Background: an optimization exercise with open tools, aiming at small area, a short achievable clock period and few clock cycles per item. Do not read the settings as production practice.
RTL that was checked went through simulation tests only; none was proved equivalent to the original.
For runs 1 to 4 and 7, only the layout was checked, not whether the RTL still works.

File: flow/run.sh
#!/bin/bash
# synth_recipe.tcl (not shown) runs the flow's synth.tcl, then flattens the netlist and writes it again
# the make line also repeats each setting of config.mk as NAME=value (left out here)
make -C /OpenROAD-flow-scripts/flow DESIGN_CONFIG=/design/flow/config.mk WORK_HOME=/design/flow/orfs CLKGATE_MAP_FILE= SYNTH_SCRIPT=/design/flow/synth_recipe.tcl finish
File: flow/config.mk
export PLATFORM = sky130hd
export DESIGN_NAME = flex_bch
export DESIGN_NICKNAME = flex_bch
export VERILOG_FILES = /design/flow/design.v
export SDC_FILE = /design/flow/constraint.sdc
export NUM_CORES = 4
export LEC_CHECK = 0
export CAP_MARGIN = 20
export CORE_MARGIN = 2
export CORE_UTILIZATION = 40
export PLACE_DENSITY = 0.6
export SETUP_SLACK_MARGIN = 3.5
export SLEW_MARGIN = 20
File: flow/constraint.sdc
create_clock -name core_clock -period 8.0 [get_ports {clk}]
set_input_delay 1.6000 -clock core_clock [delete_from_list [all_inputs] [get_ports {clk}]]
set_output_delay 1.6000 -clock core_clock [all_outputs]
set_load 0.01 [all_outputs]
File: flow/design.v
module gf32_mul (
    input  wire [24:0] a,
    input  wire [4:0]  b,
    output wire [4:0]  y
);
    assign y = (a[4:0]   & {5{b[0]}}) ^ (a[9:5]   & {5{b[1]}}) ^ (a[14:10] & {5{b[2]}}) ^
               (a[19:15] & {5{b[3]}}) ^ (a[24:20] & {5{b[4]}});
endmodule
module gf32_inv (
    input  wire [4:0]  a,
    output reg  [24:0] g,
    output reg  [4:0]  tau
);
    always @* begin
        case (a)
            5'd0: begin g = 25'h0000000; tau = 5'h00; end
            5'd1: begin g = 25'h0FAAD21; tau = 5'h09; end
            5'd2: begin g = 25'h12131BA; tau = 5'h08; end
            5'd3: begin g = 25'h1C2CA04; tau = 5'h1E; end
            5'd4: begin g = 25'h1A8EEA3; tau = 5'h02; end
            5'd5: begin g = 25'h0953770; tau = 5'h16; end
            5'd6: begin g = 25'h0546059; tau = 5'h13; end
            5'd7: begin g = 25'h14D1E43; tau = 5'h04; end
            5'd8: begin g = 25'h0F3782D; tau = 5'h15; end
            5'd9: begin g = 25'h11FF027; tau = 5'h19; end
            5'd10: begin g = 25'h132863B; tau = 5'h11; end
            5'd11: begin g = 25'h17C0555; tau = 5'h03; end
            5'd12: begin g = 25'h04BB8FB; tau = 5'h1A; end
            5'd13: begin g = 25'h17665F1; tau = 5'h1C; end
            5'd14: begin g = 25'h01332E2; tau = 5'h01; end
            5'd15: begin g = 25'h01539BC; tau = 5'h05; end
            5'd16: begin g = 25'h02D72C5; tau = 5'h0E; end
            5'd17: begin g = 25'h1B2094D; tau = 5'h14; end
            5'd18: begin g = 25'h02716B8; tau = 5'h0D; end
            5'd19: begin g = 25'h07C2DD0; tau = 5'h07; end
            5'd20: begin g = 25'h0799326; tau = 5'h0F; end
            5'd21: begin g = 25'h158A645; tau = 5'h10; end
            5'd22: begin g = 25'h147FF5D; tau = 5'h1F; end
            5'd23: begin g = 25'h0B4AB2C; tau = 5'h0C; end
            5'd24: begin g = 25'h0E99B1A; tau = 5'h12; end
            5'd25: begin g = 25'h1240EF6; tau = 5'h1D; end
            5'd26: begin g = 25'h1E3D7E2; tau = 5'h06; end
            5'd27: begin g = 25'h065FE2C; tau = 5'h18; end
            5'd28: begin g = 25'h0B22511; tau = 5'h0A; end
            5'd29: begin g = 25'h10399F4; tau = 5'h17; end
            5'd30: begin g = 25'h1AEE124; tau = 5'h0B; end
            5'd31: begin g = 25'h1E6EC77; tau = 5'h1B; end
            default: begin g = 25'h0; tau = 5'h0; end
        endcase
    end
endmodule
module gf32_log (
    input  wire [4:0]  a,
    output wire [30:0] m
);
    assign m[30] = (a == 5'd1);
    assign m[29] = (a == 5'd2);
    assign m[28] = (a == 5'd4);
    assign m[27] = (a == 5'd8);
    assign m[26] = (a == 5'd16);
    assign m[25] = (a == 5'd5);
    assign m[24] = (a == 5'd10);
    assign m[23] = (a == 5'd20);
    assign m[22] = (a == 5'd13);
    assign m[21] = (a == 5'd26);
    assign m[20] = (a == 5'd17);
    assign m[19] = (a == 5'd7);
    assign m[18] = (a == 5'd14);
    assign m[17] = (a == 5'd28);
    assign m[16] = (a == 5'd29);
    assign m[15] = (a == 5'd31);
    assign m[14] = (a == 5'd27);
    assign m[13] = (a == 5'd19);
    assign m[12] = (a == 5'd3);
    assign m[11] = (a == 5'd6);
    assign m[10] = (a == 5'd12);
    assign m[9] = (a == 5'd24);
    assign m[8] = (a == 5'd21);
    assign m[7] = (a == 5'd15);
    assign m[6] = (a == 5'd30);
    assign m[5] = (a == 5'd25);
    assign m[4] = (a == 5'd23);
    assign m[3] = (a == 5'd11);
    assign m[2] = (a == 5'd22);
    assign m[1] = (a == 5'd9);
    assign m[0] = (a == 5'd18);
endmodule
module flex_bch (
    input  wire        clk,
    input  wire        rst,
    input  wire        in_valid,
    output wire        in_ready,
    input  wire        in_op,
    input  wire [31:0] in_word,
    output wire        out_valid,
    input  wire        out_ready,
    output wire [31:0] out_word,
    output wire        out_ok,
    output wire [1:0]  out_nfix
);
    wire [4:0] s1, s3;
    wire [9:0] e;            
    wire xn31 = in_word[4] ^ in_word[15];
    wire xn32 = in_word[2] ^ in_word[11];
    wire xn33 = in_word[1] ^ in_word[14];
    wire xn34 = in_word[10] ^ in_word[18];
    wire xn35 = in_word[0] ^ in_word[8];
    wire xn36 = in_word[3] ^ in_word[12];
    wire xn37 = in_word[7] ^ in_word[19];
    wire xn38 = in_word[16] ^ in_word[17];
    wire xn39 = in_word[22] ^ in_word[25];
    wire xn40 = in_word[5] ^ in_word[20];
    wire xn41 = in_word[6] ^ in_word[9];
    wire xn42 = xn31 ^ xn32;
    wire xn43 = xn33 ^ xn34;
    wire xn44 = in_word[13] ^ in_word[15];
    wire xn45 = in_word[21] ^ in_word[24];
    wire xn46 = xn35 ^ xn40;
    wire xn47 = in_word[13] ^ in_word[17];
    wire xn48 = in_word[0] ^ in_word[14];
    wire xn49 = in_word[11] ^ in_word[16];
    wire xn50 = xn36 ^ xn37;
    wire xn51 = xn38 ^ xn41;
    wire xn52 = xn36 ^ xn49;
    wire xn53 = xn32 ^ xn44;
    wire xn54 = in_word[23] ^ in_word[26];
    wire xn55 = in_word[8] ^ in_word[16];
    wire xn56 = in_word[13] ^ in_word[14];
    wire xn57 = in_word[9] ^ in_word[20];
    wire xn58 = in_word[10] ^ in_word[12];
    wire xn59 = in_word[27] ^ in_word[28];
    wire xn60 = in_word[7] ^ in_word[27];
    wire xn61 = in_word[6] ^ in_word[23];
    wire xn62 = xn35 ^ xn37;
    wire xn63 = in_word[19] ^ xn41;
    wire xn64 = xn39 ^ xn59;
    wire xn65 = xn33 ^ xn55;
    wire xn66 = xn39 ^ xn61;
    wire xn67 = xn45 ^ xn48;
    wire xn68 = xn31 ^ xn54;
    wire xn69 = xn47 ^ xn58;
    wire xn70 = xn46 ^ xn51;
    wire xn71 = xn42 ^ xn66;
    wire xn72 = xn42 ^ xn43;
    assign s1[0] = ((((in_word[13] ^ in_word[30]) ^ xn31) ^ (xn39 ^ xn40)) ^ (xn50 ^ xn65));
    assign s1[1] = ((((in_word[13] ^ in_word[18]) ^ (in_word[29] ^ in_word[6])) ^ xn42) ^ (xn50 ^ xn67));
    assign s1[2] = ((((in_word[28] ^ in_word[8]) ^ xn34) ^ (xn37 ^ xn38)) ^ xn71);
    assign s1[3] = ((((in_word[15] ^ in_word[22]) ^ (in_word[3] ^ in_word[5])) ^ (xn45 ^ xn60)) ^ (xn43 ^ xn51));
    assign s1[4] = ((((in_word[21] ^ in_word[2]) ^ xn56) ^ xn68) ^ xn70);
    assign s3[0] = ((((in_word[12] ^ in_word[25]) ^ (in_word[30] ^ in_word[6])) ^ (xn38 ^ xn45)) ^ xn72);
    assign s3[1] = ((((in_word[26] ^ in_word[4]) ^ xn57) ^ xn52) ^ (xn64 ^ xn67));
    assign s3[2] = ((((in_word[0] ^ in_word[18]) ^ (in_word[26] ^ in_word[5])) ^ (xn38 ^ xn39)) ^ (xn50 ^ xn53));
    assign s3[3] = ((((in_word[1] ^ in_word[21]) ^ (in_word[29] ^ in_word[5])) ^ xn64) ^ (xn68 ^ xn69));
    assign s3[4] = (((xn33 ^ xn60) ^ xn46) ^ xn71);
    assign e[0] = (xn69 ^ ((in_word[20] ^ xn37) ^ xn42));
    assign e[1] = (xn63 ^ (xn43 ^ xn52));
    assign e[2] = (xn53 ^ ((in_word[9] ^ (in_word[17] ^ in_word[5])) ^ (xn34 ^ xn35)));
    assign e[3] = (xn65 ^ ((in_word[19] ^ xn57) ^ xn53));
    assign e[4] = (xn62 ^ ((in_word[12] ^ xn44) ^ xn43));
    assign e[5] = (xn63 ^ (((in_word[20] ^ in_word[2]) ^ xn31) ^ (xn34 ^ xn48)));
    assign e[6] = (((in_word[9] ^ (in_word[7] ^ in_word[8])) ^ (xn36 ^ xn40)) ^ xn72);
    assign e[7] = (((in_word[4] ^ (in_word[10] ^ in_word[3])) ^ (xn32 ^ xn33)) ^ ((xn41 ^ xn47) ^ xn62));
    assign e[8] = ((((in_word[19] ^ in_word[1]) ^ xn31) ^ (in_word[3] ^ (in_word[11] ^ in_word[18]))) ^ xn70);
    assign e[9] = (xn52 ^ ((in_word[18] ^ xn56) ^ xn46));
    wire [9:0] d_hi = in_op ? {e[0], e[1], e[2], e[3], e[4], e[5], e[6], e[7], e[8], e[9]}
                            : in_word[30:21];
    reg        full;
    reg [30:0] word;
    assign in_ready  = !full || out_ready;
    assign out_valid = full;
    always @(posedge clk) begin
        if (rst)
            full <= 1'b0;
        else if (in_ready)
            full <= in_valid;
    end
    wire [24:0] g;
    wire [4:0]  tau;
    gf32_inv u_tab (.a(s1), .g(g), .tau(tau));
    reg        b31, op, remz;
    reg [24:0] rg;
    reg [4:0]  rtau, rs1, rs3;
    always @(posedge clk) begin
        if (in_ready) begin
            b31  <= in_word[31];
            op   <= in_op;
            remz <= (s1 == 5'd0 && s3 == 5'd0);
            word <= {d_hi, in_word[20:0]};
            rg   <= g;
            rtau <= tau;
            rs1  <= s1;
            rs3  <= s3;
        end
    end
    wire [4:0] x2;
    gf32_mul u_x2 (.a(rg), .b(rs3), .y(x2));
    wire [4:0] r1 = x2 ^ rs1, r2 = x2;
    wire fix = !op && ^(rtau & rs3);
    wire ok  = op || remz || fix;
    wire b31_out = b31 && !ok;
    wire [30:0] m1, m2;
    gf32_log u_m1 (.a(r1), .m(m1));
    gf32_log u_m2 (.a(r2), .m(m2));
    wire [30:0] fixed = word ^ ((m1 | m2) & {31{fix}});
    assign out_word = {b31_out, fixed};
    assign out_ok   = ok;
    assign out_nfix = {fix && r1 != 5'd0, fix && r1 == 5'd0};
endmodule
==> results.json, run 1 <==
{
  "crit_type": "register to primary output",
  "finalWirelength_microns": 21600,
  "gp_congestion": 0.950,
  "crit_start": "rs3[0]$_DFFE_PP_",
  "finalHoldViolCount": 0,
  "min_period_ns": 4.56,
  "slowest_delay_ns": 0.48,
  "rsz0062_at_grt": "yes",
  "status": "complete, no violations",
  "rrSetupSlack_ns": 6.31,
  "drcViolationCount": 0,
  "synth_warnings": 2,
  "place_area_sq_um": 7500,
  "dp.final_hpwl_microns": 14700,
  "reg2reg_from": "full$_SDFFE_PP0P_",
  "cts_max_level": 3,
  "finalSetupViolations": 0,
  "synth-edff-count": 73,
  "cts-root-buf": "clkbuf_16",
  "crit_path_start_kind": "register",
  "avgSynthCellArea_sq_um": 10.0,
  "cts_tree": "yes",
  "grt_max_degree": 45,
  "io_buffers": 73,
  "drive_above_1_share_pct": 31.2,
  "crit_path_end_kind": "primary output",
  "fin_area_sq_um": 8840,
  "clock_latency_ns": 0.35,
  "wl_met3_microns": 1760,
  "cp.arrival_ns": 2.96,
  "fin_util_pct": 53.9,
  "syn_inst": 663,
  "via_per_inst": 5.73,
  "synth_seq_cells": 74,
  "num_rows": 47,
  "path_depth": 9,
  "m1WireLength_microns": 9250,
  "grt_usage_pct": 24.3,
  "drv_cap": 0,
  "timing.slew.headroom_pct": 59.0,
  "critical_path_required_ns": 6.40,
  "dieArea_sq_um": 17700,
  "place_inst": 916,
  "cp_cell_sequence": "buf_6, nand2_2, xnor3_2, xnor3_2, or3_4, o22ai_2, nand2_1, xnor2_2, buf_2",
  "diodes": 0,
  "grt_pass1_vias": 5363,
  "overflow": 0,
  "antenna_found_initial": 0,
  "fin_cells": 986,
  "cts_sinks": 74,
  "worst_pin_slew_ns": 0.614,
  "seq_area_frac_synth_pct": 33.3,
  "clk_pin_slew_ns": 0.07,
  "crit_slowest_cell": "edfxtp_1",
  "crit_fanout": 8,
  "area_growth_pct": 33.0,
  "synth_nets": 708,
  "start_util_pct": 40.5,
  "cts_buffer_depth": 2,
  "fmax_mhz": 219,
  "synth_ff_type": "edfxtp_1",
  "cpMostUsedCell": "xnor3_2",
  "skew_ns": 0.00879,
  "core_sq_um": 16400,
  "grt_pass1_wl_microns": 32600,
  "setup_tns_ns": 0,
  "boundaryPins": 74,
  "cp-endpoint": "out_word[11]",
  "synthArstFlopShare_pct": 0,
  "synth_area_sq_um": 6650,
  "die_y_microns": 133,
  "design.final.nets": 806,
  "wl_per_cell_microns": 21.9,
  "dr.pass1.iters": 6,
  "crit_family": "XOR/XNOR gates",
  "r2r-end": "rg[6]$_DFFE_PP_",
  "drtIter0Drc": 778,
  "cts_buffers": 9,
  "vias": 5645,
  "drtAntennaViolNets": 0,
  "die_x_microns": 133,
  "n_fill_cell": 1395,
  "slew_viol_final": 0,
  "min_period_over_period_pct": 57.0,
  "hold_class": "register to register",
  "route.met2.wl_microns": 10100,
  "top_layer_used": "met4",
  "ff2ff_path_depth": 3,
  "synth_cell_types": 64,
  "path_buf_inv": 2
}
==> Yosys cell counts (all sizes together) (8+ instances only) <==
cell type / n / area share, %
xnor2: 140 / 20
nand2: 91 / 5.1
edfxtp: 73 / 33
xor2: 36 / 5.1
o22ai: 34 / 3.2
buf: 32 / 2.8
a21oi: 30 / 2.3
nor2: 19 / 1.2
xnor3: 19 / 6.4
o21ai: 18 / 1.4
nand3: 17 / 1.3
mux2i: 15 / 2.3
clkbuf: 13 / 0.73
nor3: 13 / 1.1
inv: 12 / 0.72
mux2: 10 / 1.7
ha: 8 / 1.5
==> metrics by stage <==
step                setup slack [ns]  hold WS, ns
finish                          3.44        0.909
global route                    3.37        0.986
CTS                             3.40        0.931
detailed placement              2.21        0.927
global placement                2.36        0.918
floorplan                       3.57         1.48
==> routing by layer <==
layer	vias to the layer above	global-route usage [%]
met4	0	6.03
met1	2738	34.6
met5	-	0
li1	2566	-
met2	289	37.5
met3	52	5.63
==> placed cells by master, fill, tap and decap left out, types with 8 or more instances in the layout <==
cell type and n:
o21ai_0 9, nand3_1 10, nand2_2 8, xor2_1 28
clkbuf_16 9, mux2_2 10, buf_2 14, xnor2_1 100
xnor2_2 28, o22ai_1 16, buf_4 50, a21oi_1 30
nor3_1 10, o21ai_1 9, nor2_1 14, dlygate4sd2_1 14
dlymetal6s2s_1 9, edfxtp_1 73, clkdlybuf4s50_1 23, mux2i_1 15
nand2_1 83, xnor2_4 12, xnor3_2 12, clkbuf_2 10
o22ai_2 18
==> worst min path at each step <==
stage,cells after the start,slack [ns],start,to
5_1_grt,2,0.99,full$_SDFFE_PP0P_,full$_SDFFE_PP0P_
4_1_cts,2,0.93,full$_SDFFE_PP0P_,full$_SDFFE_PP0P_
3_5_place_dp,2,0.93,full$_SDFFE_PP0P_,full$_SDFFE_PP0P_
2_1_floorplan,2,1.48,full$_SDFFE_PP0P_,full$_SDFFE_PP0P_
3_3_place_gp,2,0.92,full$_SDFFE_PP0P_,full$_SDFFE_PP0P_
6_report,2,0.91,full$_SDFFE_PP0P_,full$_SDFFE_PP0P_
==> sequential cells by signal, summed over array words and instances, names as in the netlist <==
register	flops
b31	1
full	1
op	1
remz	1
rg	24
rs1	5
rs3	5
rtau	5
word	31
==> cell families (layout without fill, tap and decap cells) <==
kind of cell | Yosys count | in the layout | synth area share, %
AOI/OAI and AO/OA | 141 | 141 | 14.2
xor gates and xnor gates | 197 | 197 | 32.3
adders and majority gates | 8 | 8 | 1.51
buffers and inverters | 58 | 159 | 4.27
DFF | 74 | 74 | 33.3
muxes | 25 | 25 | 3.95
and+or+nand+nor | 160 | 162 | 10.6
==> what timing repair did <==
action,in CTS,in global routing
hold buffers,0,0
pin swaps,31,18
endpoints found under the setup margin,64,60
setup buffers,34,18
gates resized for setup,178,73
cloned,2,0
==> layout make-up <==
class,count,area [sq um],share of cell area (%)
timing repair buffer,130,1090,12.3
clock inverter,7,83.8,0.948
inverter,13,66.3,0.750
sequential,74,2210,25.0
clock buffer,9,225,2.55
tap,220,275,3.11
multi-input combinational,533,4890,55.3
==> tightest hold or removal path, stage by stage, from the launching register on <==
cell and delay [ns]:
dfxtp_1 0.36, nand2b_2 0.39, a21oi_1 0.12
==> inputs of run 2 (changes only) <==
--- a/flow/config.mk
+++ b/flow/config.mk
@@ -10,4 +10,4 @@
 export CORE_UTILIZATION = 40
 export PLACE_DENSITY = 0.6
-export SETUP_SLACK_MARGIN = 3.5
+export SETUP_SLACK_MARGIN = 3.9
 export SLEW_MARGIN = 20
==> results.json, run 2 <==
{
  "ys_top_cells_by_count": "xnor2_1, nand2_1, edfxtp_1",
  "multiInputGateArea_sq_um": 5340,
  "drcViolationCount": 0,
  "status": "complete, no violations",
  "synth_warnings": 2,
  "drtIter0Drc": 761,
  "crit_type": "register to primary output",
  "gp_congestion": 0.995,
  "largest-register": "word",
  "cts_tree": "yes",
  "finalWirelength_microns": 22900,
  "place_inst": 917,
  "final_cell_mix": "xnor2_1, buf_4, edfxtp_1",
  "min_period_over_period_pct": 56.1,
  "grt_pass1_vias": 5808,
  "dp.final_hpwl_microns": 14600,
  "overflow": 0,
  "crit_fanout": 5,
  "diodes": 0,
  "syn_inst": 663,
  "clock_latency_ns": 0.35,
  "drive_above_1_share_pct": 43.4,
  "top_regs": "word: 31 flops, rg: 24 flops",
  "cts_sinks": 74,
  "n_fill_cell": 1307,
  "cts_buffers": 9,
  "antenna_found_initial": 0,
  "slew_viol_final": 0,
  "pre_cts_ws_ns": 2.33,
  "largest_reg_flops": 31,
  "dr.pass1.iters": 6,
  "vias": 6042,
  "synthTopCellsByArea": "edfxtp_1, xnor2_1, xnor3_1, nand2_1, xor2_1",
  "worst_pin_slew_ns": 0.866,
  "critical_path_required_ns": 6.40,
  "grt_usage_pct": 25.4,
  "seq_area_frac_synth_pct": 33.3,
  "cts_max_level": 3,
  "mostFrequentLayoutCell": "xnor2_1",
  "synthArstFlopShare_pct": 0,
  "drv_cap": 0,
  "grt_max_degree": 66,
  "slowest_delay_ns": 0.43,
  "avgSynthCellArea_sq_um": 10.0,
  "timing.slew.headroom_pct": 42.2,
  "setup_slack_ns": 3.51,
  "synth_seq_cells": 74,
  "synth_nets": 708,
  "cts-root-buf": "clkbuf_16",
  "rsz0062_at_grt": "yes",
  "start_util_pct": 40.5,
  "via_per_inst": 5.88,
  "finalSetupViolations": 0,
  "synth_area_sq_um": 6650,
  "num_rows": 47,
  "die_y_microns": 133,
  "synth_ff_type": "edfxtp_1",
  "rrSetupSlack_ns": 6.20,
  "crit_path_start_kind": "register",
  "area_growth_pct": 45.0,
  "cp_cell_sequence": "buf_6, nand2_2, xnor3_2, xnor3_2, buf_6, or3_4, o22ai_2, nand2_2, xnor2_2, buf_2",
  "ff_latch_area_sq_um": 2210,
  "min_period_ns": 4.49,
  "crit_path_end_kind": "primary output",
  "cts_buffer_depth": 2,
  "yosysTopAreaCell": "edfxtp_1",
  "fmax_mhz": 223,
  "synth-edff-count": 73,
  "hold_class": "register to register",
  "setup_tns_ns": 0,
  "yosysMostFrequentCell": "xnor2_1",
  "synth_cell_types": 64,
  "io_buffers": 73,
  "dieArea_sq_um": 17700,
  "netlist.area_leader.share_pct": 33.0,
  "clk_pin_slew_ns": 0.06,
  "wl_per_cell_microns": 22.3,
  "timing.hold.ws_ns": 0.801,
  "die_x_microns": 133,
  "skew_ns": 0.00869,
  "finalHoldViolCount": 0,
  "core_sq_um": 16400,
  "cp.arrival_ns": 2.89,
  "drtAntennaViolNets": 0,
  "crit_slowest_cell": "xnor3_2",
  "grt_pass1_wl_microns": 34200,
  "boundaryPins": 74,
  "design.final.nets": 847,
  "fin_cells": 1027
}
run 2: cell count changes in the layout (fill, tap and decap cells not counted), moves of 7 or more:
cell	before	now
buf_2	14	36
buf_4	50	75
buf_6	5	15
clkdlybuf4s50_1	23	8
nand2_1	83	69
nand2_2	8	19
o22ai_1	16	9
xnor2_1	100	86
xnor2_2	28	37
xor2_2	4	11
run 2: final cells by class:
type | count | area share, %
multi-input cells | 533 | 55.3
flip-flops and latches | 74 | 22.9
repair buffers | 171 | 14.7
well taps | 220 | 2.85
clock buffers | 9 | 2.34
inverters | 13 | 1.01
clock inverters | 7 | 0.792
run 2: worst paths after layout:
check | from | to | cells past startpoint
setup / recovery | rs3[0]$_DFFE_PP_ | out_word[22] | 10
setup reg to reg | full$_SDFFE_PP0P_ | rtau[4]$_DFFE_PP_ | 3
hold reg to reg | full$_SDFFE_PP0P_ | full$_SDFFE_PP0P_ | 3
hold / removal | full$_SDFFE_PP0P_ | full$_SDFFE_PP0P_ | 3
run 2: cell families after synthesis:
family          synth area share [%]
compound gates                  14.2
xor+xnor                        32.3
fa+ha+maj                       1.51
buf+inv                         4.27
flops                           33.3
mux                             3.95
simple gates                    10.6
run 2: worst max-delay path: cells and delay by family, from the launching register on:
family                    cells  cell delay [ns]
AOI/OAI and AO/OA             1             0.18
xor gates and xnor gates      3             0.92
buffers and inverters         3             0.46
DFF                           1             0.41
and+or+nand+nor               3             0.57
run 2: routing by layer:
metal / GRT usage, % / routed length, microns / vias up
met4: 7.35 / 781 / 0
met2: 41.2 / 11000 / 385
met1: 34.8 / 9360 / 2917
li1: - / - / 2653
met5: 0 / 0 / -
met3: 4.56 / 1760 / 87
run 2: what timing repair did:
item / 4_1_cts / 5_1_grt
cloned: 2 / 0
resized for setup: 326 / 103
buffers inserted: 59 / 33
hold endpoints to repair: 0 / 0
pin swaps: 71 / 57
endpoints found under the setup margin: 68 / 64
hold buffers: 0 / 0
run 2: metrics by stage:
stage	cell area, sq um	util (%)
after global routing	9640	58.8
final	9640	58.8
after global placement	7580	46.2
after floorplan	6760	-
after CTS	9020	55.0
after detailed placement	7580	46.2
==> inputs of run 3 (changes only) <==
--- a/flow/design.v
+++ b/flow/design.v
@@ -178,7 +178,13 @@
     wire [4:0]  tau;
     gf32_inv u_tab (.a(s1), .g(g), .tau(tau));
-    reg        b31, op, remz;
-    reg [24:0] rg;
-    reg [4:0]  rtau, rs1, rs3;
+    wire [4:0] pa, pb, pc;
+    gf32_mul u_pa (.a({15'd0, g[9:0]}), .b({3'b000, s3[1:0]}), .y(pa));
+    gf32_mul u_pb (.a({5'd0, g[19:10], 10'd0}), .b({1'b0, s3[3:2], 2'b00}), .y(pb));
+    assign pc = g[24:20] & {5{s3[4]}};
+    wire d_ta = ~^(tau[1:0] & s3[1:0]);
+    wire d_tb = ^(tau[3:2] & s3[3:2]);
+    wire d_tc = tau[4] & s3[4];
+    reg       b31, op, remz, ta, tb, tc;
+    reg [4:0] ra, rb, rc, rd;
     always @(posedge clk) begin
         if (in_ready) begin
@@ -186,16 +192,18 @@
             op   <= in_op;
             remz <= (s1 == 5'd0 && s3 == 5'd0);
+            ta   <= d_ta;
+            tb   <= d_tb;
+            tc   <= d_tc;
             word <= {d_hi, in_word[20:0]};
-            rg   <= g;
-            rtau <= tau;
-            rs1  <= s1;
-            rs3  <= s3;
+            ra   <= pa;
+            rb   <= pb;
+            rc   <= pc;
+            rd   <= pc ^ s1;
         end
     end
-    wire [4:0] x2;
-    gf32_mul u_x2 (.a(rg), .b(rs3), .y(x2));
-    wire [4:0] r1 = x2 ^ rs1, r2 = x2;
-    wire fix = !op && ^(rtau & rs3);
+    wire fix = !op && !(ta ^ tb ^ tc);
     wire ok  = op || remz || fix;
+    wire [4:0] rab = ra ^ rb;
+    wire [4:0] r1 = rab ^ rd, r2 = rab ^ rc;
     wire b31_out = b31 && !ok;
     wire [30:0] m1, m2;
==> flow/flow/run.sh (new file) <==
#!/bin/bash
# Layout: the standard flow (standard synthesis, floorplan, power grid, place,
# CTS, route), with small buf_2 cells as the port buffers instead of the delay
# cells buffer_ports picks by default. ORFS's own logs stay in orfs/logs/.
set -euo pipefail
export BUFFER_PORTS_ARGS="-buffer_cell sky130_fd_sc_hd__buf_2"
bash standard.sh > standard.log 2>&1
==> flow/standard.sh (new file) <==
#!/bin/bash
# synth_recipe.tcl (not shown) runs the flow's synth.tcl, then flattens the netlist and writes it again
# the make line also repeats each setting of config.mk as NAME=value (left out here)
make -C /OpenROAD-flow-scripts/flow DESIGN_CONFIG=/design/flow/config.mk WORK_HOME=/design/flow/orfs CLKGATE_MAP_FILE= SYNTH_SCRIPT=/design/flow/synth_recipe.tcl "${@:-finish}"
--- a/flow/config.mk
+++ b/flow/config.mk
@@ -9,5 +9,6 @@
 export CORE_MARGIN = 2
 export CORE_UTILIZATION = 40
+export CTS_BUF_LIST = sky130_fd_sc_hd__clkbuf_4 sky130_fd_sc_hd__clkbuf_8
 export PLACE_DENSITY = 0.6
-export SETUP_SLACK_MARGIN = 3.9
+export SETUP_SLACK_MARGIN = 3.5
 export SLEW_MARGIN = 20
removed: flow/run.sh
==> results.json, run 3 <==
{
  "status": "complete, no violations",
  "core_sq_um": 15000,
  "synthTopCellsByArea": "edfxtp_1, xnor2_1, xor2_1, nand2_1, o22ai_1",
  "grt_pass1_wl_microns": 28700,
  "worst_hold_path.endpoint": "full$_SDFFE_PP0P_",
  "drv_cap": 0,
  "cts_buffers": 9,
  "worst_pin_slew_ns": 1.12,
  "gp_congestion": 0.952,
  "synth_ff_type": "edfxtp_1",
  "crit_type": "input pin to register",
  "n_fill_cell": 1382,
  "crit_slowest_cell": "xnor3_4",
  "wl_per_cell_microns": 21.0,
  "rsz0062_at_grt": "no",
  "cts_max_level": 3,
  "netlist.area_leader.share_pct": 28.2,
  "reg2reg_from": "full$_SDFFE_PP0P_",
  "crit_path_start_kind": "input pin",
  "cts-root-buf": "clkbuf_8",
  "grt_max_degree": 60,
  "drive_above_1_share_pct": 25.3,
  "synth-edff-count": 57,
  "slew_viol_final": 0,
  "synth_warnings": 2,
  "synth_nets": 685,
  "synth_area_sq_um": 6070,
  "postCtsHoldBufs": 0,
  "dr.pass1.iters": 5,
  "final_cell_mix": "xnor2_1, buf_2, nand2_1",
  "m1WireLength_microns": 8180,
  "top_layer_used": "met4",
  "largest_reg_flops": 31,
  "dp.final_hpwl_microns": 13500,
  "syn_inst": 640,
  "drcViolationCount": 0,
  "cts_buffer_depth": 2,
  "num_rows": 45,
  "finalWirelength_microns": 18900,
  "finalSetupViolations": 0,
  "drtAntennaViolNets": 0,
  "vias": 5324,
  "drtIter0Drc": 597,
  "mostFrequentLayoutCell": "xnor2_1",
  "fin_util_pct": 48.7,
  "diodes": 0,
  "worstHoldStart": "full$_SDFFE_PP0P_",
  "wl_met3_microns": 1340,
  "avgSynthCellArea_sq_um": 9.48,
  "cp_cell_sequence": "buf_2, xnor2_4, xor2_1, xnor2_1, xnor3_4, ha_4, clkinvlp_4, mux4_1, nor2_1, a211oi_2, xnor2_1",
  "min_path_cells": 3,
  "fmax_mhz": 227,
  "boundaryPins": 74,
  "antenna_found_initial": 0,
  "clk_pin_slew_ns": 0.08,
  "setup_tns_ns": 0,
  "grt_usage_pct": 23.0,
  "skew_ns": 0.00911,
  "io_buffers": 73,
  "fin_cells": 900,
  "path_buf_inv": 2,
  "synth_seq_cells": 58,
  "yosysMostFrequentCell": "xnor2_1",
  "critical_path_required_ns": 8.09,
  "timing.slew.headroom_pct": 24.7,
  "design.final.nets": 752,
  "finalHoldViolCount": 0,
  "route.met2.wl_microns": 8950,
  "r2r-end": "word[27]$_DFFE_PP_",
  "crit_path_end_kind": "register",
  "cts_tree": "yes",
  "place_inst": 869,
  "rrSetupSlack_ns": 6.65,
  "synthArstFlopShare_pct": 0,
  "min_period_ns": 4.41,
  "cpMostUsedCell": "xnor2_1",
  "seq_area_frac_synth_pct": 28.5,
  "synth_cell_types": 58,
  "dieArea_sq_um": 16200,
  "grt_pass1_vias": 4987,
  "ff2ff_path_depth": 2,
  "min_period_over_period_pct": 55.2,
  "ys_top_cells_by_count": "xnor2_1, nand2_1, edfxtp_1",
  "slowest_delay_ns": 0.63,
  "cp.arrival_ns": 4.51,
  "hold_class": "register to register",
  "start_util_pct": 40.4,
  "die_y_microns": 127,
  "clock_latency_ns": 0.34,
  "die_x_microns": 127,
  "crit_fanout": 12,
  "area_growth_pct": 20.7,
  "largest-register": "word",
  "overflow": 0,
  "crit_family": "XOR/XNOR gates",
  "yosysTopAreaCell": "edfxtp_1",
  "via_per_inst": 5.92,
  "cts_sinks": 58
}
-- run 3: cell types whose count changed after synthesis, sizes merged, moves of 7 or more --
cell	change
xnor3	-14
edfxtp	-16
a21o	-7
xnor2	+21
a21oi	-7
buf	-14
clkbuf	+8
nor2	+11
nand2	-20
-- run 3: final cells by class --
type                            instances  area, sq um  area share (%)
Multi-Input combinational cell        530         4470            61.1
Tap cell                              188          235            3.21
Clock inverter                          7          125            1.71
Timing Repair Buffer                   95          566            7.72
Sequential cell                        58         1730            23.6
Clock buffer                            9          124            1.69
Inverter                               13         67.6           0.923
-- run 3: how the worst max path moves through the flow --
stage	cells after the start	endpoint	slack [ns]	start
floorplan	13	rb[2]$_DFFE_PP_	3.49	in_word[12]
global placement	11	rb[4]$_DFFE_PP_	2.38	in_word[14]
detailed placement	11	rb[4]$_DFFE_PP_	2.37	in_word[14]
CTS	12	rb[1]$_DFFE_PP_	3.50	in_word[4]
global route	12	rb[4]$_DFFE_PP_	3.50	in_word[7]
finish	11	rb[4]$_DFFE_PP_	3.59	in_word[13]
-- run 3: cells by family after synthesis --
kind of cell / Yosys count / synth area share, %
AO/OA/AOI/OAI: 133 / 15.2
buffers and inverters: 52 / 3.86
XOR/XNOR: 210 / 33.3
AND/OR/NAND/NOR: 147 / 10.6
multiplexers: 32 / 6.87
flip-flops: 58 / 28.5
adder cells (fa/ha/maj): 8 / 1.65
-- run 3: worst reg2reg max path, stage by stage (launching register included) --
cell,delay (ns)
dfxtp_1,0.32
nand2b_2,0.06
buf_4,0.58
-- run 3: what timing repair did --
action | CTS | global route
gates resized for setup | 21 | 24
setup endpoints to repair | 24 | 18
hold endpoints to repair | 0 | 0
buffers inserted | 9 | 6
pin swaps | 2 | 5
-- run 3: stage by stage --
step	hold slack (ns)	setup slack, ns	instance area, sq um
detailed placement	1.00	2.37	6670
CTS	1.03	3.50	7120
global placement	0.976	2.38	6660
floorplan	1.29	3.49	6170
global route	1.06	3.50	7320
finish	0.993	3.59	7320
-- run 3: layer usage --
metal,vias up,GRT usage (%)
met4,0,7.37
met3,37,3.94
met2,281,36.9
met5,-,0
li1,2439,-
met1,2567,31.7
==> inputs of run 4 (changes only) <==
==> flow/flow/run.sh (replaced) <==
#!/bin/bash
# Layout: the standard flow (ORFS synthesis, floorplan, power grid, place, CTS,
# route) with two changes:
#  - the half/full adder cells and the 3-input XOR/XNOR cells are added to the
#    platform's don't-use list, so Yosys's adder extraction leaves the XOR logic to
#    ABC, which maps it into faster 2-input gates;
#  - the port buffers are buf_2 cells instead of the delay cells buffer_ports picks.
# Registers are untouched: same names and cell types as the standard synthesis.
# ORFS writes each step's log to orfs/logs/; make's output goes to standard.log.
set -euo pipefail
export BUFFER_PORTS_ARGS="-buffer_cell sky130_fd_sc_hd__buf_2"
PLATFORM_DONT_USE=$(make -s -C "$FLOW_HOME" DESIGN_CONFIG="$PWD/config.mk" WORK_HOME="$PWD/orfs_q" print-DONT_USE_CELLS 2>/dev/null | sed -n 's/^DONT_USE_CELLS *: *//p')
rm -rf orfs_q
EXTRA=""
for c in ha_1 ha_2 ha_4 fa_1 fa_2 fa_4 xor3_1 xor3_2 xor3_4 xnor3_1 xnor3_2 xnor3_4; do
  EXTRA="$EXTRA sky130_fd_sc_hd__$c"
done
echo "DONT_USE_CELLS=$PLATFORM_DONT_USE$EXTRA" > dont_use.log
bash standard.sh "DONT_USE_CELLS=$PLATFORM_DONT_USE$EXTRA" finish > standard.log 2>&1
==> results.json, run 4 <==
{
  "crit_path_end_kind": "register",
  "dp.final_hpwl_microns": 14000,
  "slew_viol_final": 0,
  "worst_pin_slew_ns": 1.10,
  "overflow": 0,
  "rrSetupSlack_ns": 6.64,
  "crit_slowest_cell": "a22oi_1",
  "cp_cell_sequence": "buf_2, xor2_4, xor2_4, xnor2_4, xnor2_4, xnor2_4, buf_4, nor2_1, o311ai_1, a22oi_1, nand2_1, xor2_1",
  "yosysTopAreaCell": "edfxtp_1",
  "num_rows": 43,
  "cp-endpoint": "rb[1]$_DFFE_PP_",
  "slowest_delay_ns": 0.42,
  "pre_cts_ws_ns": 2.78,
  "min_period_ns": 4.41,
  "critical_path_required_ns": 8.09,
  "drive_above_1_share_pct": 20.7,
  "boundaryPins": 74,
  "start_util_pct": 41.2,
  "synthTopCellsByArea": "edfxtp_1, xnor2_1, nand2_1, xor2_1, o22ai_1",
  "drtAntennaViolNets": 0,
  "synth_compound_area_share_pct": 18.7,
  "cts-root-buf": "clkbuf_8",
  "dr.pass1.iters": 8,
  "finalHoldViolCount": 0,
  "cts_buffer_depth": 2,
  "synth_seq_cells": 58,
  "netlist.area_leader.share_pct": 29.8,
  "synth_nets": 706,
  "die_x_microns": 124,
  "skew_ns": 0.00691,
  "yosys.area_share.simple_pct": 12.6,
  "ys_top_cells_by_count": "xnor2_1, nand2_1, edfxtp_1",
  "ff2ff_path_depth": 2,
  "drtIter0Drc": 909,
  "avgSynthCellArea_sq_um": 8.59,
  "status": "complete, no violations",
  "yosysMostFrequentCell": "xnor2_1",
  "synthAdderAreaFrac_pct": 0,
  "postCtsHoldBufs": 0,
  "synth_cell_types": 50,
  "gp_congestion": 1.03,
  "grt_max_degree": 60,
  "largest-register": "word",
  "finalWirelength_microns": 19200,
  "cts_sinks": 58,
  "min_period_over_period_pct": 55.1,
  "cp.arrival_ns": 4.50,
  "crit_type": "input pin to register",
  "clk_pin_slew_ns": 0.07,
  "setup_slack_ns": 3.59,
  "rsz0062_at_grt": "yes",
  "crit_start": "in_word[15]",
  "mostFrequentLayoutCell": "xnor2_1",
  "synth_xor_area_share_pct": 33.4,
  "diodes": 0,
  "muxShareOfSynthArea_pct": 1.94,
  "cts_buffers": 9,
  "drv_cap": 0,
  "cts_max_level": 3,
  "synth_top_family_by_area": "XOR/XNOR gates",
  "crit_fanout": 21,
  "grt_pass1_vias": 4975,
  "synth_warnings": 2,
  "via_per_inst": 5.99,
  "r2r-end": "word[8]$_DFFE_PP_",
  "grt_usage_pct": 24.9,
  "largest_reg_flops": 31,
  "drcViolationCount": 0,
  "design.final.nets": 766,
  "die_y_microns": 124,
  "fmax_mhz": 227,
  "cts_tree": "yes",
  "vias": 5477,
  "core_sq_um": 13900,
  "dieArea_sq_um": 15300,
  "antenna_found_initial": 0,
  "final_cell_mix": "xnor2_1, nand2_1, buf_2",
  "synthArstFlopShare_pct": 0,
  "reg2reg_from": "full$_SDFFE_PP0P_",
  "setup_tns_ns": 0,
  "area_growth_pct": 17.7,
  "grt_pass1_wl_microns": 28800,
  "clock_latency_ns": 0.34,
  "hold_class": "register to register",
  "seq_area_frac_synth_pct": 30.1,
  "wl_per_cell_microns": 21.0,
  "synth_ff_type": "edfxtp_1",
  "timing.slew.headroom_pct": 25.9,
  "io_buffers": 73,
  "cpMostUsedCell": "xnor2_4",
  "synth_area_sq_um": 5750,
  "finalSetupViolations": 0,
  "syn_inst": 669,
  "synth-edff-count": 57,
  "crit_path_start_kind": "input pin"
}
run 4: worst min-delay path by stage:
stage / startpoint / endpoint / slack, ns / depth (start not counted)
final: full$_SDFFE_PP0P_ / word[26]$_DFFE_PP_ / 1.00 / 2
after global routing: full$_SDFFE_PP0P_ / word[26]$_DFFE_PP_ / 1.07 / 2
after CTS: full$_SDFFE_PP0P_ / word[0]$_DFFE_PP_ / 1.03 / 2
after detailed placement: full$_SDFFE_PP0P_ / word[0]$_DFFE_PP_ / 1.02 / 2
after global placement: full$_SDFFE_PP0P_ / full$_SDFFE_PP0P_ / 0.99 / 3
after floorplan: full$_SDFFE_PP0P_ / full$_SDFFE_PP0P_ / 1.29 / 2
run 4: kinds of logic after synthesis:
group           count (synthesis)
simple gates                  175
buf+inv                        41
xor+xnor                      209
mux                            10
compound gates                176
flops                          58
run 4: per-layer routing:
metal	track usage, %	part of all wire, %	vias to the layer above	routed length (microns)
met5	0	0	-	0
met4	6.82	2.0	0	384
met3	4.49	9.7	44	1870
met2	37.9	46	367	8920
met1	36.0	42	2569	8040
li1	-	-	2497	-
run 4: area by class of cell:
class / instances / area (sq um)
fillers: 1318 / 7170
inverters: 4 / 15.0
clock inverters: 7 / 45.0
flip-flops and latches: 58 / 1730
clock buffers: 9 / 124
well taps: 180 / 225
multi-input cells: 571 / 4160
repair buffers: 85 / 463
run 4: worst max-delay path: cells and delay by family:
| family | cells | cell delay [ns] |
|---|---|---|
| compound gates | 2 | 0.56 |
| xor+xnor | 6 | 1.47 |
| buf+inv | 2 | 0.45 |
| simple gates | 2 | 0.41 |
run 4: repair_timing:
| action | 4_1_cts | 5_1_grt |
|---|---|---|
| gates cloned | 0 | 1 |
| setup endpoints to repair | 21 | 19 |
| setup buffers | 0 | 1 |
| pin swaps | 0 | 4 |
| endpoints found under the hold margin | 0 | 0 |
| resized for setup | 11 | 22 |
run 4: through the flow:
| step | hold WS (ns) | instance area (sq um) | utilization [%] | cells |
|---|---|---|---|---|
| 6_report | 1.00 | 6770 | 48.6 | 914 |
| 3_3_place_gp | 0.992 | 6320 | 45.3 | 896 |
| 2_1_floorplan | 1.29 | 5750 | - | 669 |
| 4_1_cts | 1.03 | 6570 | 47.1 | 912 |
| 3_5_place_dp | 1.02 | 6320 | 45.3 | 896 |
| 5_1_grt | 1.07 | 6770 | 48.6 | 914 |
==> inputs of run 5 (changes only) <==
--- a/flow/design.v
+++ b/flow/design.v
@@ -178,13 +178,11 @@
     wire [4:0]  tau;
     gf32_inv u_tab (.a(s1), .g(g), .tau(tau));
-    wire [4:0] pa, pb, pc;
-    gf32_mul u_pa (.a({15'd0, g[9:0]}), .b({3'b000, s3[1:0]}), .y(pa));
-    gf32_mul u_pb (.a({5'd0, g[19:10], 10'd0}), .b({1'b0, s3[3:2], 2'b00}), .y(pb));
-    assign pc = g[24:20] & {5{s3[4]}};
-    wire d_ta = ~^(tau[1:0] & s3[1:0]);
-    wire d_tb = ^(tau[3:2] & s3[3:2]);
-    wire d_tc = tau[4] & s3[4];
-    reg       b31, op, remz, ta, tb, tc;
-    reg [4:0] ra, rb, rc, rd;
+    wire [4:0] pa, pb;
+    gf32_mul u_pa (.a({10'd0, g[14:0]}), .b({2'b00, s3[2:0]}), .y(pa));
+    gf32_mul u_pb (.a({g[24:15], 15'd0}), .b({s3[4:3], 3'b000}), .y(pb));
+    wire d_ta = ~^(tau[2:0] & s3[2:0]);
+    wire d_tb = ^(tau[4:3] & s3[4:3]);
+    reg       b31, op, remz, ta, tb;
+    reg [4:0] ra, rb, rc;
     always @(posedge clk) begin
         if (in_ready) begin
@@ -194,22 +192,18 @@
             ta   <= d_ta;
             tb   <= d_tb;
-            tc   <= d_tc;
             word <= {d_hi, in_word[20:0]};
             ra   <= pa;
             rb   <= pb;
-            rc   <= pc;
-            rd   <= pc ^ s1;
+            rc   <= pb ^ s1;
         end
     end
-    wire fix = !op && !(ta ^ tb ^ tc);
+    wire fix = !op && !(ta ^ tb);
     wire ok  = op || remz || fix;
-    wire [4:0] rab = ra ^ rb;
-    wire [4:0] r1 = rab ^ rd, r2 = rab ^ rc;
+    wire [4:0] r1 = ra ^ rc, r2 = ra ^ rb;
     wire b31_out = b31 && !ok;
     wire [30:0] m1, m2;
     gf32_log u_m1 (.a(r1), .m(m1));
     gf32_log u_m2 (.a(r2), .m(m2));
-    wire [30:0] fixed = word ^ ((m1 | m2) & {31{fix}});
-    assign out_word = {b31_out, fixed};
+    assign out_word = {b31_out, word ^ ((m1 | m2) & {31{fix}})};
     assign out_ok   = ok;
     assign out_nfix = {fix && r1 != 5'd0, fix && r1 == 5'd0};
--- a/flow/config.mk
+++ b/flow/config.mk
@@ -11,4 +11,4 @@
 export CTS_BUF_LIST = sky130_fd_sc_hd__clkbuf_4 sky130_fd_sc_hd__clkbuf_8
 export PLACE_DENSITY = 0.6
-export SETUP_SLACK_MARGIN = 3.5
+export SETUP_SLACK_MARGIN = 3.8
 export SLEW_MARGIN = 20
==> results.json, run 5 <==
{
  "hold_class": "register to register",
  "clock_latency_ns": 0.30,
  "design.final.nets": 776,
  "yosysMostFrequentCell": "xnor2_1",
  "syn_inst": 632,
  "grt_usage_pct": 22.7,
  "seq_area_frac_synth_pct": 27.9,
  "finalWirelength_microns": 18600,
  "drtIter0Drc": 1022,
  "overflow": 0,
  "min_period_over_period_pct": 52.8,
  "place_area_sq_um": 6050,
  "via_per_inst": 5.90,
  "finalHoldViolCount": 0,
  "antenna_found_initial": 0,
  "synth-edff-count": 51,
  "wl_met3_microns": 1800,
  "io_buffers": 73,
  "cts-root-buf": "clkbuf_8",
  "netlist.area_leader.share_pct": 27.6,
  "die_x_microns": 122,
  "boundaryPins": 74,
  "synth_seq_cells": 52,
  "num_rows": 43,
  "fmax_mhz": 237,
  "largest-register": "word",
  "synthArstFlopShare_pct": 0,
  "clk_pin_slew_ns": 0.08,
  "route.met2.wl_microns": 8570,
  "area_growth_pct": 30.3,
  "finalSetupViolations": 0,
  "m1WireLength_microns": 7390,
  "vias": 5423,
  "drcViolationCount": 0,
  "cts_buffers": 5,
  "dieArea_sq_um": 14800,
  "worst_pin_slew_ns": 0.941,
  "synth_area_sq_um": 5550,
  "start_util_pct": 40.5,
  "crit_path_end_kind": "register",
  "cts_tree": "yes",
  "crit_type": "input pin to register",
  "cts_max_level": 2,
  "min_period_ns": 4.22,
  "drv_cap": 0,
  "final_cell_mix": "xnor2_1, nand2_1, buf_2",
  "crit_fanout": 5,
  "cp.arrival_ns": 4.32,
  "postCtsHoldBufs": 0,
  "timing.slew.headroom_pct": 36.8,
  "synth_cell_types": 55,
  "synth_warnings": 2,
  "largest_reg_flops": 31,
  "ys_top_cells_by_count": "xnor2_1, nand2_1, edfxtp_1",
  "skew_ns": 0.0102,
  "status": "complete, no violations",
  "wl_per_cell_microns": 20.2,
  "dr.pass1.iters": 6,
  "core_sq_um": 13700,
  "gp_congestion": 0.975,
  "slew_viol_final": 0,
  "cts_buffer_depth": 2,
  "mostFrequentLayoutCell": "xnor2_1",
  "diodes": 0,
  "avgSynthCellArea_sq_um": 8.79,
  "cts_sinks": 52,
  "synthTopCellsByArea": "edfxtp_1, xnor2_1, nand2_1, xor2_1, o22ai_1",
  "rrSetupSlack_ns": 6.70,
  "top_layer_used": "met4",
  "die_y_microns": 122,
  "grt_pass1_wl_microns": 26000,
  "setup_tns_ns": 0,
  "synth_nets": 669,
  "dp.final_hpwl_microns": 12400,
  "grt_pass1_vias": 4644,
  "n_fill_cell": 1204,
  "critical_path_required_ns": 8.10,
  "rsz0062_at_grt": "yes",
  "fin_area_sq_um": 7240,
  "synth_ff_type": "edfxtp_1",
  "drive_above_1_share_pct": 30.0,
  "drtAntennaViolNets": 0,
  "crit_path_start_kind": "input pin",
  "yosysTopAreaCell": "edfxtp_1",
  "grt_max_degree": 54
}
## run 5: worst max-delay path, cell delays in order
cell and delay (ns):
buf_2 0.17, xor2_1 0.19, xnor2_1 0.29, xnor2_2 0.15, xnor2_2 0.23, xor2_2 0.25
buf_4 0.18, clkbuf_16 0.14, nor2_1 0.07, a211o_1 0.34, o211ai_1 0.12, a21oi_1 0.11
xnor2_1 0.19, xnor2_1 0.29
## run 5: area by class of cell
type	count	area [sq um]	share of cell area, %
multi-input combinational	538	4270	59.0
sequential	52	1550	21.4
clock inverter	2	7.51	0.104
inverter	6	22.5	0.311
timing repair buffer	136	1090	15.1
tap	180	225	3.11
clock buffer	5	68.8	0.951
## run 5: per-layer routing
layer / vias up / global-route usage, %
met2: 405 / 36.4
met5: - / 0
li1: 2429 / -
met4: 0 / 7.40
met1: 2480 / 32.1
met3: 109 / 2.25
## run 5: repair_timing
action                     CTS  global route
setup buffers               13            32
setup endpoints to repair   17            13
pin swaps                   10            31
gates resized for setup     40            54
gates cloned                 2             7
## run 5: cell families after synthesis
| kind of cell | count (synthesis) | synth area share (%) |
|---|---|---|
| AND/OR/NAND/NOR | 159 | 11.8 |
| multiplexers | 10 | 1.98 |
| buffers and inverters | 43 | 3.85 |
| flip-flops | 52 | 27.9 |
| AO/OA/AOI/OAI | 153 | 17.5 |
| XOR/XNOR | 215 | 37.0 |
## run 5: worst paths after layout
path                     startpoint           endpoint  cells past startpoint
setup / recovery        in_word[13]    ra[1]$_DFFE_PP_                     14
hold / removal    full$_SDFFE_PP0P_  full$_SDFFE_PP0P_                      3
setup reg to reg  full$_SDFFE_PP0P_    rc[2]$_DFFE_PP_                      2
hold reg to reg   full$_SDFFE_PP0P_  full$_SDFFE_PP0P_                      3
## run 5: through the flow
stage	instances	hold slack (ns)	worst slack [ns]	util, %
floorplan	632	1.21	3.83	-
global placement	858	0.938	2.98	44.1
detailed placement	858	0.958	2.94	44.1
CTS	880	0.980	3.83	47.6
global route	919	1.02	3.72	52.7
finish	919	0.953	3.78	52.7
Testbench counts of run 5, summed over its fixed seeds: cycles 4,808, items 4,800.
==> inputs of run 6 (changes only) <==
--- a/flow/config.mk
+++ b/flow/config.mk
@@ -11,4 +11,4 @@
 export CTS_BUF_LIST = sky130_fd_sc_hd__clkbuf_4 sky130_fd_sc_hd__clkbuf_8
 export PLACE_DENSITY = 0.6
-export SETUP_SLACK_MARGIN = 3.8
+export SETUP_SLACK_MARGIN = 3.5
 export SLEW_MARGIN = 20
==> results.json, run 6 <==
{
  "status": "complete, no violations",
  "clock_latency_ns": 0.30,
  "cts_buffer_depth": 2,
  "die_x_microns": 122,
  "die_y_microns": 122,
  "skew_ns": 0.00961,
  "cts-root-buf": "clkbuf_8",
  "finalHoldViolCount": 0,
  "dr.pass1.iters": 6,
  "synth_warnings": 2,
  "overflow": 0,
  "diodes": 0,
  "yosysMostFrequentCell": "xnor2_1",
  "mostFrequentLayoutCell": "xnor2_1",
  "wl_per_cell_microns": 19.2,
  "seq_area_frac_synth_pct": 27.9,
  "vias": 5075,
  "reg2reg_from": "full$_SDFFE_PP0P_",
  "fin_util_pct": 46.7,
  "setup_tns_ns": 0,
  "drive_above_1_share_pct": 21.6,
  "crit_family": "XOR/XNOR gates",
  "gp_congestion": 0.975,
  "synth_area_sq_um": 5550,
  "synth_cell_types": 55,
  "largest-register": "word",
  "postCtsHoldBufs": 0,
  "crit_start": "in_word[13]",
  "num_rows": 43,
  "drtAntennaViolNets": 0,
  "crit_fanout": 12,
  "crit_slowest_cell": "xnor2_4",
  "path_buf_inv": 3,
  "drtIter0Drc": 745,
  "synth_seq_cells": 52,
  "critical_path_required_ns": 8.04,
  "core_sq_um": 13700,
  "ys_top_cells_by_count": "xnor2_1, nand2_1, edfxtp_1",
  "dieArea_sq_um": 14800,
  "boundaryPins": 74,
  "netlist.area_leader.share_pct": 27.6,
  "dp.final_hpwl_microns": 12400,
  "worstHoldStart": "full$_SDFFE_PP0P_",
  "drv_cap": 0,
  "synthArstFlopShare_pct": 0,
  "crit_path_end_kind": "register",
  "grt_pass1_vias": 4489,
  "ff_latch_area_sq_um": 1550,
  "hold_class": "register to register",
  "synthTopCellsByArea": "edfxtp_1, xnor2_1, nand2_1, xor2_1, o22ai_1",
  "grt_usage_pct": 21.8,
  "grt_pass1_wl_microns": 25100,
  "start_util_pct": 40.5,
  "min_period_ns": 4.42,
  "synth-edff-count": 51,
  "synth_ff_type": "edfxtp_1",
  "rsz0062_at_grt": "yes",
  "avgSynthCellArea_sq_um": 8.79,
  "synth_nets": 669,
  "largest_reg_flops": 31,
  "grt_max_degree": 54,
  "crit_type": "input pin to register",
  "design.final.nets": 728,
  "finalSetupViolations": 0,
  "drcViolationCount": 0,
  "worst_pin_slew_ns": 0.912,
  "cts_sinks": 52,
  "timing.slew.headroom_pct": 38.8,
  "fmax_mhz": 226,
  "multiInputGateArea_sq_um": 4020,
  "n_fill_cell": 1303,
  "slew_viol_final": 0,
  "cp_cell_sequence": "buf_2, xor2_1, xnor2_1, xnor2_2, xnor2_2, buf_4, xnor2_4, buf_4, xnor2_1, nand2_1, a32oi_1, nor2_1, xnor2_1, xnor2_1",
  "cts_tree": "yes",
  "syn_inst": 632,
  "cp.arrival_ns": 4.46,
  "finalWirelength_microns": 16800,
  "area_growth_pct": 15.4,
  "yosysTopAreaCell": "edfxtp_1",
  "antenna_found_initial": 0,
  "cts_buffers": 5,
  "final_cell_mix": "xnor2_1, nand2_1, buf_2",
  "via_per_inst": 5.83,
  "cpMostUsedCell": "xnor2_1",
  "cts_max_level": 2,
  "io_buffers": 73,
  "slowest_delay_ns": 0.36,
  "min_period_over_period_pct": 55.2,
  "crit_path_start_kind": "input pin",
  "clk_pin_slew_ns": 0.08
}
-- run 6: cell counts after synthesis --
No cell type changed its count.
-- run 6: cells by family (layout without fill, tap and decap cells) --
| family | after synthesis | in the layout | share of synthesized area [%] |
|---|---|---|---|
| and+or+nand+nor | 159 | 159 | 11.8 |
| muxes | 10 | 10 | 1.98 |
| AOI/OAI and AO/OA | 153 | 153 | 17.5 |
| DFF | 52 | 52 | 27.9 |
| xor gates and xnor gates | 215 | 216 | 37.0 |
| buffers and inverters | 43 | 101 | 3.85 |
-- run 6: layout make-up --
type | count | area share [%]
repair buffers | 88 | 8.03
inverters | 6 | 0.351
well taps | 180 | 3.51
multi-input cells | 538 | 62.7
clock inverters | 2 | 0.117
flip-flops and latches | 52 | 24.2
clock buffers | 5 | 1.07
-- run 6: path summary, 6_finish.rpt --
kind                            slack [ns]                end  cells past startpoint
worst min-delay path                  0.96  full$_SDFFE_PP0P_                      3
worst max register to register        6.69    rc[2]$_DFFE_PP_                      2
worst max-delay path                  3.58    ra[2]$_DFFE_PP_                     14
worst min register to register        0.96  full$_SDFFE_PP0P_                      3
-- run 6: timing repair --
item	CTS	global route
endpoints found under the setup margin	13	14
hold endpoints to repair	0	0
resized for setup	9	23
cloned	0	1
setup buffers	0	5
pin swaps	0	6
-- run 6: worst register-to-register path: cells and delay by family (launching register included) --
kind | cells | cell delay (ns)
buf+inv | 1 | 0.53
flops | 1 | 0.32
simple gates | 1 | 0.06
-- run 6: routing by layer --
| layer | global-route usage [%] | part of all wire [%] | up-vias | wire length (microns) |
|---|---|---|---|---|
| met2 | 34.7 | 46 | 308 | 7760 |
| met4 | 6.39 | 3.1 | 0 | 513 |
| li1 | - | - | 2325 | - |
| met3 | 1.78 | 7.5 | 46 | 1250 |
| met1 | 31.5 | 43 | 2396 | 7230 |
| met5 | 0 | 0 | - | 0 |
-- run 6: through the flow --
stage	cells	hold WS (ns)	area, sq um	setup WS [ns]
2_1_floorplan	632	1.21	5560	3.83
3_3_place_gp	858	0.938	6050	2.98
3_5_place_dp	858	0.958	6050	2.94
4_1_cts	865	0.980	6180	3.52
5_1_grt	871	1.02	6410	3.44
6_report	871	0.962	6410	3.58
==> inputs of run 7 (changes only) <==
--- a/flow/design.v
+++ b/flow/design.v
@@ -176,30 +176,24 @@
     end
     wire [24:0] g;
-    wire [4:0]  tau;
+    wire [4:0]  tau, x1, x2;
     gf32_inv u_tab (.a(s1), .g(g), .tau(tau));
-    wire [4:0] pa, pb;
-    gf32_mul u_pa (.a({10'd0, g[14:0]}), .b({2'b00, s3[2:0]}), .y(pa));
-    gf32_mul u_pb (.a({g[24:15], 15'd0}), .b({s3[4:3], 3'b000}), .y(pb));
-    wire d_ta = ~^(tau[2:0] & s3[2:0]);
-    wire d_tb = ^(tau[4:3] & s3[4:3]);
-    reg       b31, op, remz, ta, tb;
-    reg [4:0] ra, rb, rc;
+    gf32_mul u_x2  (.a(g), .b(s3), .y(x2));
+    assign x1 = x2 ^ s1;
+    wire trc = ~^(tau & s3);
+    wire d_fix = !in_op && !trc;
+    wire d_ok  = in_op || (s1 == 5'd0 && s3 == 5'd0) || d_fix;
+    reg       b31, ok, fix;
+    reg [4:0] r1, r2;
     always @(posedge clk) begin
         if (in_ready) begin
-            b31  <= in_word[31];
-            op   <= in_op;
-            remz <= (s1 == 5'd0 && s3 == 5'd0);
-            ta   <= d_ta;
-            tb   <= d_tb;
+            b31  <= in_word[31] && !d_ok;
+            ok   <= d_ok;
+            fix  <= d_fix;
             word <= {d_hi, in_word[20:0]};
-            ra   <= pa;
-            rb   <= pb;
-            rc   <= pb ^ s1;
+            r1   <= x1;
+            r2   <= x2;
         end
     end
-    wire fix = !op && !(ta ^ tb);
-    wire ok  = op || remz || fix;
-    wire [4:0] r1 = ra ^ rc, r2 = ra ^ rb;
-    wire b31_out = b31 && !ok;
+    wire b31_out = b31;
     wire [30:0] m1, m2;
     gf32_log u_m1 (.a(r1), .m(m1));
==> results.json, run 7 <==
{
  "crit_fanout": 5,
  "grt_pass1_wl_microns": 26900,
  "min_period_over_period_pct": 57.0,
  "path_buf_inv": 3,
  "path_depth": 14,
  "area_growth_pct": 35.3,
  "grt-busiest-layer": "met2",
  "overflow": 0,
  "timing.slew.headroom_pct": 37.3,
  "io_buffers": 73,
  "min_period_ns": 4.56,
  "yosysTopAreaCell": "edfxtp_1",
  "synth_area_sq_um": 5260,
  "timing.hold.ws_ns": 0.996,
  "dp.final_hpwl_microns": 12400,
  "synth_cell_types": 49,
  "finalWirelength_microns": 19100,
  "dieArea_sq_um": 14100,
  "die_x_microns": 119,
  "synthArstFlopShare_pct": 0,
  "crit_family": "XOR/XNOR gates",
  "design.final.nets": 755,
  "netlist.area_leader.share_pct": 25.1,
  "cts_sinks": 45,
  "grt_pass1_vias": 4689,
  "largest-register": "word",
  "synth_compound_area_share_pct": 19.2,
  "drtIter0Drc": 1079,
  "fmax_mhz": 219,
  "grt_max_degree": 47,
  "largest_reg_flops": 31,
  "cpMostUsedCell": "xnor2_2",
  "status": "complete, no violations",
  "synth_warnings": 2,
  "n_fill_cell": 1121,
  "rrSetupSlack_ns": 6.78,
  "critical_path_required_ns": 8.08,
  "ff_latch_area_sq_um": 1340,
  "cts-root-buf": "clkbuf_8",
  "grt_usage_pct": 24.3,
  "yosysMostFrequentCell": "xnor2_1",
  "slowest_delay_ns": 0.36,
  "worstHoldStart": "full$_SDFFE_PP0P_",
  "avgSynthCellArea_sq_um": 8.56,
  "min_path_cells": 2,
  "synth-edff-count": 44,
  "num_rows": 41,
  "cts_max_level": 2,
  "syn_inst": 615,
  "core_sq_um": 12700,
  "multiInputGateArea_sq_um": 4410,
  "worst_hold_path.endpoint": "full$_SDFFE_PP0P_",
  "synth_nets": 652,
  "clock_latency_ns": 0.31,
  "gp_congestion": 1.02,
  "ys_top_cells_by_count": "xnor2_1, nand2_1, a21oi_1",
  "diodes": 0,
  "clk_pin_slew_ns": 0.09,
  "setup_tns_ns": 0,
  "synth_top_family_by_area": "XOR/XNOR gates",
  "dr.pass1.iters": 7,
  "hold_class": "register to register",
  "fin_area_sq_um": 7120,
  "antenna_found_initial": 0,
  "crit_slowest_cell": "o21ai_0",
  "place_area_sq_um": 5760,
  "via_per_inst": 5.97,
  "cts_buffer_depth": 2,
  "rsz0062_at_grt": "yes",
  "wl_per_cell_microns": 21.4,
  "finalHoldViolCount": 0,
  "crit_path_end_kind": "register",
  "vias": 5321,
  "cp_cell_sequence": "buf_2, xnor2_4, xor2_2, xnor2_2, xnor2_2, xor2_2, clkbuf_4, nor2_1, a221oi_1, a21oi_1, o21ai_0, xnor2_2, xnor2_2, buf_4",
  "final_cell_mix": "xnor2_1, buf_2, nand2_1",
  "pre_cts_ws_ns": 2.51,
  "drtAntennaViolNets": 0,
  "synth_xor_area_share_pct": 36.6,
  "setup_slack_ns": 3.44,
  "seq_area_frac_synth_pct": 25.5,
  "cts_tree": "yes",
  "met1_usage_pct": 34.3,
  "reg2reg_from": "full$_SDFFE_PP0P_",
  "slew_viol_final": 0,
  "ff2ff_path_depth": 1,
  "r2r-end": "fix$_DFFE_PP_",
  "grtUsageMet3_pct": 3.67,
  "synthAdderAreaFrac_pct": 0,
  "cts_buffers": 5,
  "drcViolationCount": 0,
  "grt_util_met2_pct": 38.3,
  "skew_ns": 0.00480,
  "drv_cap": 0,
  "drive_above_1_share_pct": 34.4,
  "synth_ff_type": "edfxtp_1",
  "synthTopCellsByArea": "edfxtp_1, xnor2_1, o22ai_1, nand2_1, xor2_1",
  "yosys.area_share.simple_pct": 13.3,
  "mostFrequentLayoutCell": "xnor2_1",
  "boundaryPins": 74,
  "finalSetupViolations": 0,
  "cp.arrival_ns": 4.64,
  "crit_type": "input pin to register",
  "worst_pin_slew_ns": 0.933,
  "muxShareOfSynthArea_pct": 2.14,
  "start_util_pct": 41.4,
  "synth_seq_cells": 45,
  "top_regs": "word: 31 flops, r1: 5 flops, r2: 5 flops",
  "crit_path_start_kind": "input pin",
  "die_y_microns": 119
}
[run 7: cell count changes after synthesis, moves of 6 or more]
cell      before  now
a21oi_1       38   48
edfxtp_1      51   44
nand2_1       92   72
nand2b_1       1    7
nor2_1        38   45
o21ai_0       27   37
or2_2          0    6
xnor2_1      167  145
[run 7: area by class of cell]
class	instances	area share (%)
Tap cell	172	3.02
Multi-Input combinational cell	534	61.9
Inverter	2	0.105
Sequential cell	45	18.8
Clock buffer	5	0.966
Clock inverter	3	0.650
Timing Repair Buffer	130	14.5
[run 7: logic make-up after synthesis]
family | count (synthesis)
xor gates and xnor gates | 197
and+or+nand+nor | 159
muxes | 10
buffers and inverters | 37
DFF | 45
AOI/OAI and AO/OA | 167
[run 7: stage by stage]
stage          util, %  std cells
2_1_floorplan        -        615
3_3_place_gp      45.3        834
3_5_place_dp      45.3        834
4_1_cts           49.4        858
5_1_grt           56.0        891
6_report          56.0        891
[run 7: timing repair]
item / in CTS / in global routing
setup buffers: 15 / 27
setup endpoints to repair: 13 / 13
hold buffers: 0 / 0
gates cloned: 1 / 6
gates resized for setup: 46 / 100
pin swaps: 9 / 50
[run 7: worst max path at each step]
| stage | from | endpoint | slack [ns] |
|---|---|---|---|
| floorplan | in_word[15] | r1[0]$_DFFE_PP_ | 3.52 |
| global placement | in_word[19] | b31$_DFFE_PP_ | 2.53 |
| detailed placement | in_word[14] | r1[4]$_DFFE_PP_ | 2.51 |
| CTS | in_word[21] | r1[2]$_DFFE_PP_ | 3.50 |
| global route | in_word[7] | r1[2]$_DFFE_PP_ | 3.38 |
| finish | in_word[9] | r2[2]$_DFFE_PP_ | 3.44 |
[run 7: routing by layer]
metal  wire, microns  vias up
met2            8790      407
met5               0        -
met3            1830       88
met1            7660     2437
met4             765        0
li1                -     2389

-- port drivers added, routing unchanged --
How much do the figures lean on ideal ports? The routed layouts below were timed once more, with nothing changed but the port constraints. Step 1: set_driving_cell puts a clkbuf_16 on clk and a buf_2 on each other input, an assumption about the parent block. Step 2 also shifts input and output timing later by t, the mid clock arrival at the registers, as if the neighbouring blocks saw the same clock. Three values: ideal, step 1, step 2; two values: the first two.
| run | t (ns) | setup slack, ns | worst hold slack (ns) | latest minus earliest clock arrival (ns) | slew at the worst register clock pin (ns) |
|---|---|---|---|---|---|
| run 1 | 0.389 | 3.440 / 3.399 / 3.195 | 0.909 / 0.909 / 0.909 | 0.009 / 0.009 | 0.07 / 0.07 |
| run 2 | 0.385 | 3.508 / 3.467 / 3.595 | 0.801 / 0.801 / 0.801 | 0.010 / 0.010 | 0.07 / 0.07 |
| run 3 | 0.371 | 3.587 / 3.603 / 3.232 | 0.993 / 0.993 / 0.993 | 0.014 / 0.014 | 0.08 / 0.08 |
| run 4 | 0.372 | 3.590 / 3.596 / 3.223 | 1.001 / 1.001 / 1.001 | 0.011 / 0.011 | 0.08 / 0.08 |
| run 5 | 0.331 | 3.779 / 3.791 / 3.460 | 0.953 / 0.953 / 0.953 | 0.011 / 0.011 | 0.08 / 0.08 |
| run 6 | 0.332 | 3.580 / 3.595 / 3.264 | 0.962 / 0.962 / 0.962 | 0.012 / 0.011 | 0.09 / 0.09 |
| run 7 | 0.341 | 3.438 / 3.448 / 3.107 | 0.996 / 0.996 / 0.996 | 0.008 / 0.008 | 0.10 / 0.10 |
After both steps every run listed still meets setup and hold. For run 4, which loses most, drivers alone change the setup slack by +0.006 ns; drivers and shift together by -0.367 ns.
